Source: an optimization exercise on an open RTL-to-GDS flow (aim: small area, a short achievable clock period and few clock cycles). Production flows keep margins and buffers that such runs may drop. The RTL was checked by simulation tests, not by an equivalence proof against the original design. No activity file was given, so power comes from the tool's default toggle rates.

`run.sh`:
```
#!/bin/bash
# synth_recipe.tcl (not shown) runs the flow's synth.tcl, then flattens the netlist and writes it again
# the make line also repeats each setting of config.mk as NAME=value (left out here)
make -C /OpenROAD-flow-scripts/flow DESIGN_CONFIG=/design/flow/config.mk WORK_HOME=/design/flow/orfs CLKGATE_MAP_FILE= SYNTH_SCRIPT=/design/flow/synth_recipe.tcl finish
```
`config.mk`:
```
export PLATFORM = sky130hd
export DESIGN_NAME = vdp_render
export DESIGN_NICKNAME = vdp_render
export VERILOG_FILES = /design/flow/design.v
export SDC_FILE = /design/flow/constraint.sdc
export NUM_CORES = 4
export LEC_CHECK = 0
export CAP_MARGIN = 20
export CORE_MARGIN = 2
export CORE_UTILIZATION = 40
export SLEW_MARGIN = 20
```
`constraint.sdc`:
```
create_clock -name core_clock -period 10.0 [get_ports {clk}]
set_input_delay 2.0000 -clock core_clock [delete_from_list [all_inputs] [get_ports {clk}]]
set_output_delay 2.0000 -clock core_clock [all_outputs]
set_load 0.01 [all_outputs]
```
`design.v`:
```
module vdp_render (
    input  wire        clk,
    input  wire        rst,
    input  wire        start,
    input  wire [2:0]  mode,
    input  wire [3:0]  name_base,       
    input  wire [7:0]  color_base,      
    input  wire [2:0]  pattern_base,    
    input  wire [6:0]  sattr_base,      
    input  wire [2:0]  spat_base,       
    input  wire        sprite_large,
    input  wire        sprite_double,
    input  wire [3:0]  fg_color,
    input  wire [3:0]  bg_color,
    output wire        vram_re,
    output reg  [13:0] vram_addr,
    input  wire [7:0]  vram_rdata,
    output wire        pix_valid,
    output wire [3:0]  pix_color,
    output wire        busy,
    output wire        done,
    output reg         refused,
    output reg         collision,
    output reg         fifth_valid,
    output reg  [4:0]  fifth_idx
);
    localparam S_IDLE   = 4'd0,
               S_LINE   = 4'd1,
               S_BORDER = 4'd2,    
               S_SCAN   = 4'd3,    
               S_SFETCH = 4'd4,    
               S_LEFT   = 4'd5,    
               S_TFETCH = 4'd6,    
               S_TPIX   = 4'd7,    
               S_RIGHT  = 4'd8,    
               S_DONE   = 4'd9;
    localparam M_G1 = 3'd0, M_TXT = 3'd1, M_MC = 3'd2, M_G2 = 3'd4;
    reg [3:0]  state;
    reg        ph;               
    reg [7:0]  fy;               
    reg [8:0]  cnt;              
    reg [5:0]  col;              
    reg [2:0]  b;                
    reg [2:0]  step;             
    reg [4:0]  si;               
    reg [2:0]  nspr;             
    reg [1:0]  slot;             
    reg [4:0]  s_idx  [0:3];
    reg [4:0]  s_row  [0:3];     
    reg [9:0]  s_x0   [0:3];     
    reg [7:0]  s_nm   [0:3];
    reg [3:0]  s_col  [0:3];
    reg [15:0] s_pat  [0:3];
    reg [7:0]  t_name;
    reg [7:0]  t_color;
    reg [7:0]  t_pat;
    wire       is_text   = (mode == M_TXT);
    wire       sprites_on = !is_text;
    wire [7:0] y         = fy - 8'd8;         
    wire [4:0] trow      = y[7:3];
    wire [2:0] tr        = y[2:0];
    wire [5:0] ncols     = is_text ? 6'd40 : 6'd32;
    wire [2:0] tw_last   = is_text ? 3'd5 : 3'd7;
    wire [8:0] line_px   = is_text ? 9'd256 : 9'd272;
    wire [5:0] dsize     = sprite_large ? (sprite_double ? 6'd32 : 6'd16)
                                        : (sprite_double ? 6'd16 : 6'd8);
    wire [13:0] sattr_addr = {sattr_base, 7'd0} + {7'd0, si, 2'b00};
    wire [7:0]  vp   = vram_rdata;
    wire [9:0]  y0   = ((vp > 8'hD0) ? {2'b11, vp} : {2'b00, vp}) + 10'd1;
    wire [9:0]  dy   = {2'b00, y} - y0;
    wire        on_line = !dy[9] && (dy < {4'd0, dsize});
    wire [4:0]  f_row   = s_row[slot];
    wire [3:0]  f_rr    = sprite_double ? f_row[4:1] : f_row[3:0];
    wire [7:0]  f_nm    = sprite_large ? {s_nm[slot][7:2], 2'b00} : s_nm[slot];
    wire [13:0] spat_left = {spat_base, 11'd0} + {3'd0, f_nm, 3'd0}
                          + {9'd0, f_rr[3], 3'd0} + {11'd0, f_rr[2:0]};
    wire [13:0] sa_slot = {sattr_base, 7'd0} + {7'd0, s_idx[slot], 2'b00};
    wire [13:0] name_addr = {name_base, 10'd0}
                          + (is_text ? ({9'd0, trow} * 14'd40) : {4'd0, trow, 5'd0})
                          + {8'd0, col};
    wire [1:0]  g2_sec    = trow[4:3];
    wire [13:0] g2_off    = {1'b0, g2_sec, 11'd0} + {3'd0, t_name, 3'd0} + {11'd0, tr};
    wire [13:0] col_addr  = (mode == M_G2) ? ({color_base, 6'd0} + g2_off)
                                           : ({color_base, 6'd0} + {9'd0, t_name[7:3]});
    wire [13:0] pat_addr  = (mode == M_G2) ? ({pattern_base, 11'd0} + g2_off)
                          : (mode == M_MC) ? ({pattern_base, 11'd0} + {3'd0, t_name, 3'd0}
                                              + {11'd0, trow[1:0], tr[2]})
                          : ({pattern_base, 11'd0} + {3'd0, t_name, 3'd0} + {11'd0, tr});
    assign vram_re = !ph && (state == S_SCAN || (state == S_SFETCH && nspr != 3'd0) || state == S_TFETCH);
    always @(*) begin
        vram_addr = 14'd0;
        case (state)
            S_SCAN:   vram_addr = sattr_addr;
            S_SFETCH: case (step)
                          3'd0: vram_addr = sa_slot + 14'd1;
                          3'd1: vram_addr = sa_slot + 14'd2;
                          3'd2: vram_addr = sa_slot + 14'd3;
                          3'd3: vram_addr = spat_left;
                          default: vram_addr = spat_left + 14'd16;
                      endcase
            S_TFETCH: case (step)
                          3'd0: vram_addr = name_addr;
                          3'd1: vram_addr = col_addr;
                          default: vram_addr = pat_addr;
                      endcase
            default: vram_addr = 14'd0;
        endcase
    end
    wire [8:0] px_x = {col[4:0], 3'd0} + {6'd0, b};    
    reg  [3:0] hit;
    reg  [9:0] dx;
    reg  [3:0] sc;
    integer k;
    always @(*) begin
        for (k = 0; k < 4; k = k + 1) begin
            dx = {1'b0, px_x} - s_x0[k];
            sc = sprite_double ? dx[4:1] : dx[3:0];
            hit[k] = (k < nspr) && !dx[9] && (dx < {4'd0, dsize}) && s_pat[k][4'd15 - sc];
        end
    end
    reg [3:0] spr_color;
    reg       spr_any;
    always @(*) begin
        spr_any   = 1'b1;
        spr_color = 4'd0;
        if      (hit[0]) spr_color = s_col[0];
        else if (hit[1]) spr_color = s_col[1];
        else if (hit[2]) spr_color = s_col[2];
        else if (hit[3]) spr_color = s_col[3];
        else             spr_any   = 1'b0;
    end
    wire multi_hit = (hit[0] + hit[1] + hit[2] + hit[3]) > 3'd1;
    reg [3:0] pat_color;
    always @(*) begin
        case (mode)
            M_TXT:   pat_color = t_pat[3'd7 - b] ? fg_color : bg_color;
            M_MC:    pat_color = b[2] ? t_pat[3:0] : t_pat[7:4];
            default: pat_color = t_pat[3'd7 - b] ? t_color[7:4] : t_color[3:0];
        endcase
    end
    wire [3:0] vis_color = (spr_any && spr_color != 4'd0) ? spr_color
                         : (pat_color != 4'd0) ? pat_color : bg_color;
    assign pix_valid = (state == S_BORDER) || (state == S_LEFT) || (state == S_RIGHT)
                     || (state == S_TPIX);
    assign pix_color = (state == S_TPIX) ? vis_color : bg_color;
    assign busy      = (state != S_IDLE) && (state != S_DONE);
    assign done      = (state == S_DONE);
    wire last_line = (fy == 8'd207);
    always @(posedge clk) begin
        if (rst) begin
            state       <= S_IDLE;
            ph          <= 1'b0;
            refused     <= 1'b0;
            collision   <= 1'b0;
            fifth_valid <= 1'b0;
            fifth_idx   <= 5'd0;
            nspr        <= 3'd0;
        end else begin
            case (state)
                S_IDLE, S_DONE: begin
                    state <= S_IDLE;
                    if (start) begin
                        refused     <= 1'b0;
                        collision   <= 1'b0;
                        fifth_valid <= 1'b0;
                        fifth_idx   <= 5'd0;
                        fy          <= 8'd0;
                        ph          <= 1'b0;
                        if (mode == 3'd3 || mode[2] && mode[1:0] != 2'd0) begin
                            refused <= 1'b1;
                            state   <= S_DONE;
                        end else begin
                            state   <= S_LINE;
                        end
                    end
                end
                S_LINE: begin
                    cnt  <= 9'd0;
                    nspr <= 3'd0;
                    si   <= 5'd0;
                    ph   <= 1'b0;
                    if (fy < 8'd8 || fy >= 8'd200)
                        state <= S_BORDER;
                    else if (sprites_on)
                        state <= S_SCAN;
                    else
                        state <= S_LEFT;
                end
                S_BORDER: begin
                    cnt <= cnt + 9'd1;
                    if (cnt == line_px - 9'd1) begin
                        fy    <= fy + 8'd1;
                        state <= last_line ? S_DONE : S_LINE;
                    end
                end
                S_SCAN: begin
                    ph <= !ph;
                    if (ph) begin
                        if (vp == 8'hD0) begin
                            state <= S_SFETCH;
                        end else begin
                            if (on_line) begin
                                if (nspr == 3'd4) begin
                                    if (!fifth_valid || si < fifth_idx) begin
                                        fifth_valid <= 1'b1;
                                        fifth_idx   <= si;
                                    end
                                end else begin
                                    s_idx[nspr[1:0]] <= si;
                                    s_row[nspr[1:0]] <= dy[4:0];
                                    nspr <= nspr + 3'd1;
                                end
                            end
                            if ((on_line && nspr == 3'd4) || si == 5'd31)
                                state <= S_SFETCH;
                            si <= si + 5'd1;
                        end
                        slot <= 2'd0;
                        step <= 3'd0;
                    end
                end
                S_SFETCH: begin
                    if (nspr == 3'd0) begin
                        state <= S_LEFT;
                        cnt   <= 9'd0;
                    end else begin
                        ph <= !ph;
                        if (ph) begin
                            case (step)
                                3'd0: s_x0[slot] <= {2'b00, vram_rdata};
                                3'd1: s_nm[slot] <= vram_rdata;
                                3'd2: begin
                                    s_col[slot] <= vram_rdata[3:0];
                                    if (vram_rdata[7])
                                        s_x0[slot] <= s_x0[slot] - 10'd32;
                                end
                                3'd3: s_pat[slot] <= {vram_rdata, 8'd0};
                                default: s_pat[slot][7:0] <= vram_rdata;
                            endcase
                            if (step == 3'd4 || (step == 3'd3 && !sprite_large)) begin
                                step <= 3'd0;
                                if ({1'b0, slot} == nspr - 3'd1) begin
                                    state <= S_LEFT;
                                    cnt   <= 9'd0;
                                end
                                slot <= slot + 2'd1;
                            end else begin
                                step <= step + 3'd1;
                            end
                        end
                    end
                end
                S_LEFT: begin
                    cnt <= cnt + 9'd1;
                    if (cnt == 9'd7) begin
                        state <= S_TFETCH;
                        col   <= 6'd0;
                        step  <= 3'd0;
                        ph    <= 1'b0;
                    end
                end
                S_TFETCH: begin
                    ph <= !ph;
                    if (ph) begin
                        case (step)
                            3'd0: t_name  <= vram_rdata;
                            3'd1: t_color <= vram_rdata;
                            default: t_pat <= vram_rdata;
                        endcase
                        if (step == 3'd2) begin
                            state <= S_TPIX;
                            b     <= 3'd0;
                        end else if (step == 3'd0 && mode != M_G1 && mode != M_G2) begin
                            step <= 3'd2;    
                        end else begin
                            step <= step + 3'd1;
                        end
                    end
                end
                S_TPIX: begin
                    b <= b + 3'd1;
                    if (!is_text && hit != 4'd0 && multi_hit)
                        collision <= 1'b1;
                    if (b == tw_last) begin
                        step <= 3'd0;
                        ph   <= 1'b0;
                        if (col == ncols - 6'd1) begin
                            state <= S_RIGHT;
                            cnt   <= 9'd0;
                        end else begin
                            col   <= col + 6'd1;
                            state <= S_TFETCH;
                        end
                    end
                end
                S_RIGHT: begin
                    cnt <= cnt + 9'd1;
                    if (cnt == 9'd7) begin
                        fy    <= fy + 8'd1;
                        state <= S_LINE;
                    end
                end
                default: state <= S_IDLE;
            endcase
        end
    end
endmodule
```
==> flow_summary.json <==
{
  "fmax_mhz": 111,
  "cts.clk_slew.worst_paths_ps": 60,
  "fin_crit_sh": 0.900,
  "grt_pass1_wl_microns": 72700,
  "die_h_microns": 210,
  "period_needed_ps": 9000,
  "cts_buffers": 29,
  "synth_edf_count": 252,
  "drc": 0,
  "maxSlewViolCount": 0,
  "synth_area_per_cell_sq_um": 11.3,
  "drt_wl_total_microns": 48300,
  "setup_viol": 0,
  "wl_met2_microns": 22600,
  "r2r_start": "b[0]",
  "post-route-util": 0.461,
  "synth-seq-cells": 270,
  "htree_levels": 1,
  "hold_start": "refused",
  "start_kind": "primary input",
  "floorplan.rows": 75,
  "ys_async_sr_fraction": 0,
  "synth_nets": 1659,
  "min_delay_path_depth": 2,
  "hp-class": "flip-flop to flip-flop",
  "r2r_slack_ps": 5050,
  "wl_per_cell_microns": 22.5,
  "crit_path_top_delay_cell": "clkdlybuf4s50_1",
  "slew_headroom": 0.206,
  "core_area_sq_um": 41900,
  "tritoncts": "yes",
  "layout_commonest_cell": "edfxtp_1",
  "critical_path_arrival_ps": 7000,
  "worstMarginPinSlew_ps": 1180,
  "antenna_found_initial": 0,
  "postSynthCellCount": 1502,
  "hold_end": "refused",
  "required_ps": 8000,
  "dp_hpwl_microns": 35800,
  "wl_met3_microns": 2960,
  "grtUsageTotal": 0.218,
  "cts_setup_buffers": 0,
  "antennaDiodeCount": 0,
  "setup_tns_ps": 0,
  "topRoutingLayerUsed": "met4",
  "clkSinkCount": 270,
  "cp_max_fo": 36,
  "skew_ps": 28.9,
  "wl_met1_microns": 20600,
  "cp_slowest_stage_delay_ps": 590,
  "hold_viol_final": 0,
  "r2r_cells": 16,
  "yosysWarnings": 1,
  "outcome": "no timing/DRC/antenna violations",
  "grt_start_max_net_pins": 37,
  "cp-end-kind": "output pin",
  "path_class": "primary input to output pin",
  "hold_ws_ps": 461,
  "syn_area_sq_um": 16900,
  "area_growth_pct": 14.0,
  "cts_root_buf": "clkbuf_16",
  "reg2reg_to": "collision",
  "initial_core_util": 0.404,
  "io_buffer_count": 78,
  "fillers": 3868,
  "final_cell_mix": "edfxtp_1 (252), nor2_1 (122), nand2_1 (104), inv_1 (98), ha_1 (98)",
  "maxCapViolCount": 0,
  "synthDistinctLibCells": 95,
  "nNetsFinal": 1741,
  "leakage_nw": 6.85,
  "powerDensity_nw_per_um2": 157,
  "gp_congestion": 0.948,
  "grt_pass1_vias": 12200,
  "die-width_microns": 210,
  "drt_iter0_markers": 944,
  "drtAntennaViolNets": 0,
  "seq_area_frac_synth": 0.469,
  "drt_pass1_iterations": 5,
  "postCtsHoldBufs": 0,
  "synth_ff_type": "edfxtp_1",
  "ir_drop_v": 0.000144,
  "dieArea_sq_um": 43900,
  "boundaryPins": 79,
  "worstPathCellList": "clkdlybuf4s50_1 > buf_4 > ha_1 > inv_1 > ha_1 > a221oi_1 > o2111ai_1 > nor4b_1 > o2111ai_1 > a21oi_2 > or3b_1 > a311oi_1 > nor2_1 > or4bb_1 > o221ai_1 > clkdlybuf4s50_1",
  "drive_gt1_frac": 0.103,
  "viasPerCell": 5.80,
  "via_count": 12400,
  "rsz0062_at_grt": "no",
  "cts_max_path_buffers": 3,
  "clk_latency_ps": 580,
  "grt_remaining_overflow": 0,
  "post_cts_resized": 0
}
## power by group
group | internal, mW | leakage, nW | switching (mW)
Sequential | 1.29 | 2.35 | 0.0577
Clock | 0.597 | 0.436 | 0.442
Combinational | 0.239 | 4.06 | 0.394
## cells by family after synthesis
group | count (synthesis) | synth area share
and+or+nand+nor | 464 | 0.141
AOI/OAI and AO/OA | 316 | 0.127
DFF | 270 | 0.469
buffers and inverters | 154 | 0.0351
muxes | 109 | 0.101
adders and majority gates | 108 | 0.0843
xor gates and xnor gates | 81 | 0.0435
## metrics by stage
stage	power, mW	std cells	worst slack, ps	instance area [sq um]
2_1_floorplan	1.76	1502	2750	16900
3_3_place_gp	1.99	2091	1340	18400
3_5_place_dp	2.00	2091	1070	18400
4_1_cts	3.04	2143	1050	19300
5_1_grt	3.15	2144	724	19300
6_report	3.02	2144	1000	19300
## state kept, by name, indices dropped and copies added, names as in the netlist, 6 cells and up, named ones only
| name | count |
|---|---|
| s_nm | 32 |
| cnt | 9 |
| s_col | 16 |
| col | 6 |
| t_name | 8 |
| s_x0 | 40 |
| s_idx | 20 |
| s_pat | 64 |
| t_color | 8 |
| fy | 8 |
| t_pat | 8 |
| s_row | 20 |
## worst max-delay path, delay by kind of cell
family,cells,cell delay (ps)
fa+ha+maj,2,550
compound gates,6,1310
simple gates,4,1470
buf+inv,4,1640
## how the worst max path moves through the flow
stage | slack (ps) | depth (start not counted) | from | endpoint
after floorplan | 2750 | 17 | sprite_double | pix_color[2]
after global placement | 1340 | 16 | sprite_double | pix_color[3]
after detailed placement | 1070 | 16 | sprite_double | pix_color[3]
after CTS | 1050 | 16 | sprite_double | pix_color[3]
after global routing | 720 | 16 | sprite_double | pix_color[3]
final | 1000 | 16 | sprite_double | pix_color[3]
## synth_stat cells, types with 4 or more instances
master     instances  area, sq um
o21a_1             6         45.0
nor4_1            14         87.6
o31ai_1            5         37.5
xnor2_1           48          420
dfxtp_1           18          360
edfxtp_1         252         7570
mux4_2            44          991
a31oi_1            8         50.1
nand3b_1           8         60.1
nor2b_1           29          181
a21o_1             8         60.1
clkbuf_1          43          161
fa_1              10          200
o221ai_1          11         96.3
buf_2              9         45.0
or3b_1             5         43.8
a21oi_1           79          395
xor2_1            31          272
nor2_1           122          458
mux2_2            18          203
nor3b_1            4         30.0
inv_1             98          368
a311o_1            4         40.0
ha_1              98         1230
a221oi_1          13          114
o22ai_1           12         75.1
a22oi_1           14          105
nand2b_1          10         62.6
and3_1            20          125
nor3_1            24          120
o2111ai_1          4         35.0
o21bai_1          10         75.1
nand3_1           45          225
nand2_1          104          390
and2_1            33          206
or2_2              7         43.8
or3_1             10         62.6
mux2i_1           43          430
a211o_1            5         43.8
o21ai_0           67          335
o211ai_1           8         60.1
nand4_1            4         25.0
a211oi_1          15          113
## per-layer routing
layer | up-vias | GRT usage
met1 | 6104 | 0.289
met2 | 411 | 0.361
li1 | 5827 | -
met4 | 0 | 0.0900
met3 | 89 | 0.0301
met5 | - | 0
## area by class of cell
type                    instances  area (sq um)  area share
flip-flops and latches        270          7930       0.411
inverters                      99           372      0.0193
well taps                     539           674      0.0350
clock buffers                  42           785      0.0407
multi-input cells            1078          8410       0.436
clock inverters                10           119     0.00617
repair buffers                106           991      0.0514
Testbench counts, summed over its fixed seeds: cycles 2,243,883.

static timing again, ports no longer ideal:
How much do the figures lean on ideal ports? The routed layout below was timed once more, with nothing changed but the port constraints. Step 1: set_driving_cell puts a clkbuf_16 on clk and a buf_2 on each other input, an assumption about the parent block. Step 2 times the ports against the registers' clock, not the clock port: input delays grow and output delays shrink by t, the midpoint of the rising clock arrivals with the driver on. a / b / c = ideal ports / drivers / drivers and shift; a / b = the first two.
t, ns: 0.620
setup slack, ns: 1.002 / 0.973 / 0.973
hold WS [ns]: 0.461 / 0.461 / 0.461
slew at the worst register clock pin (ns): 0.06 / 0.06
pins driven straight from the clock port: 1
After both steps this run still meets setup and hold. The setup slack of this run moves by -0.029 ns with the drivers and by -0.029 ns with both steps.
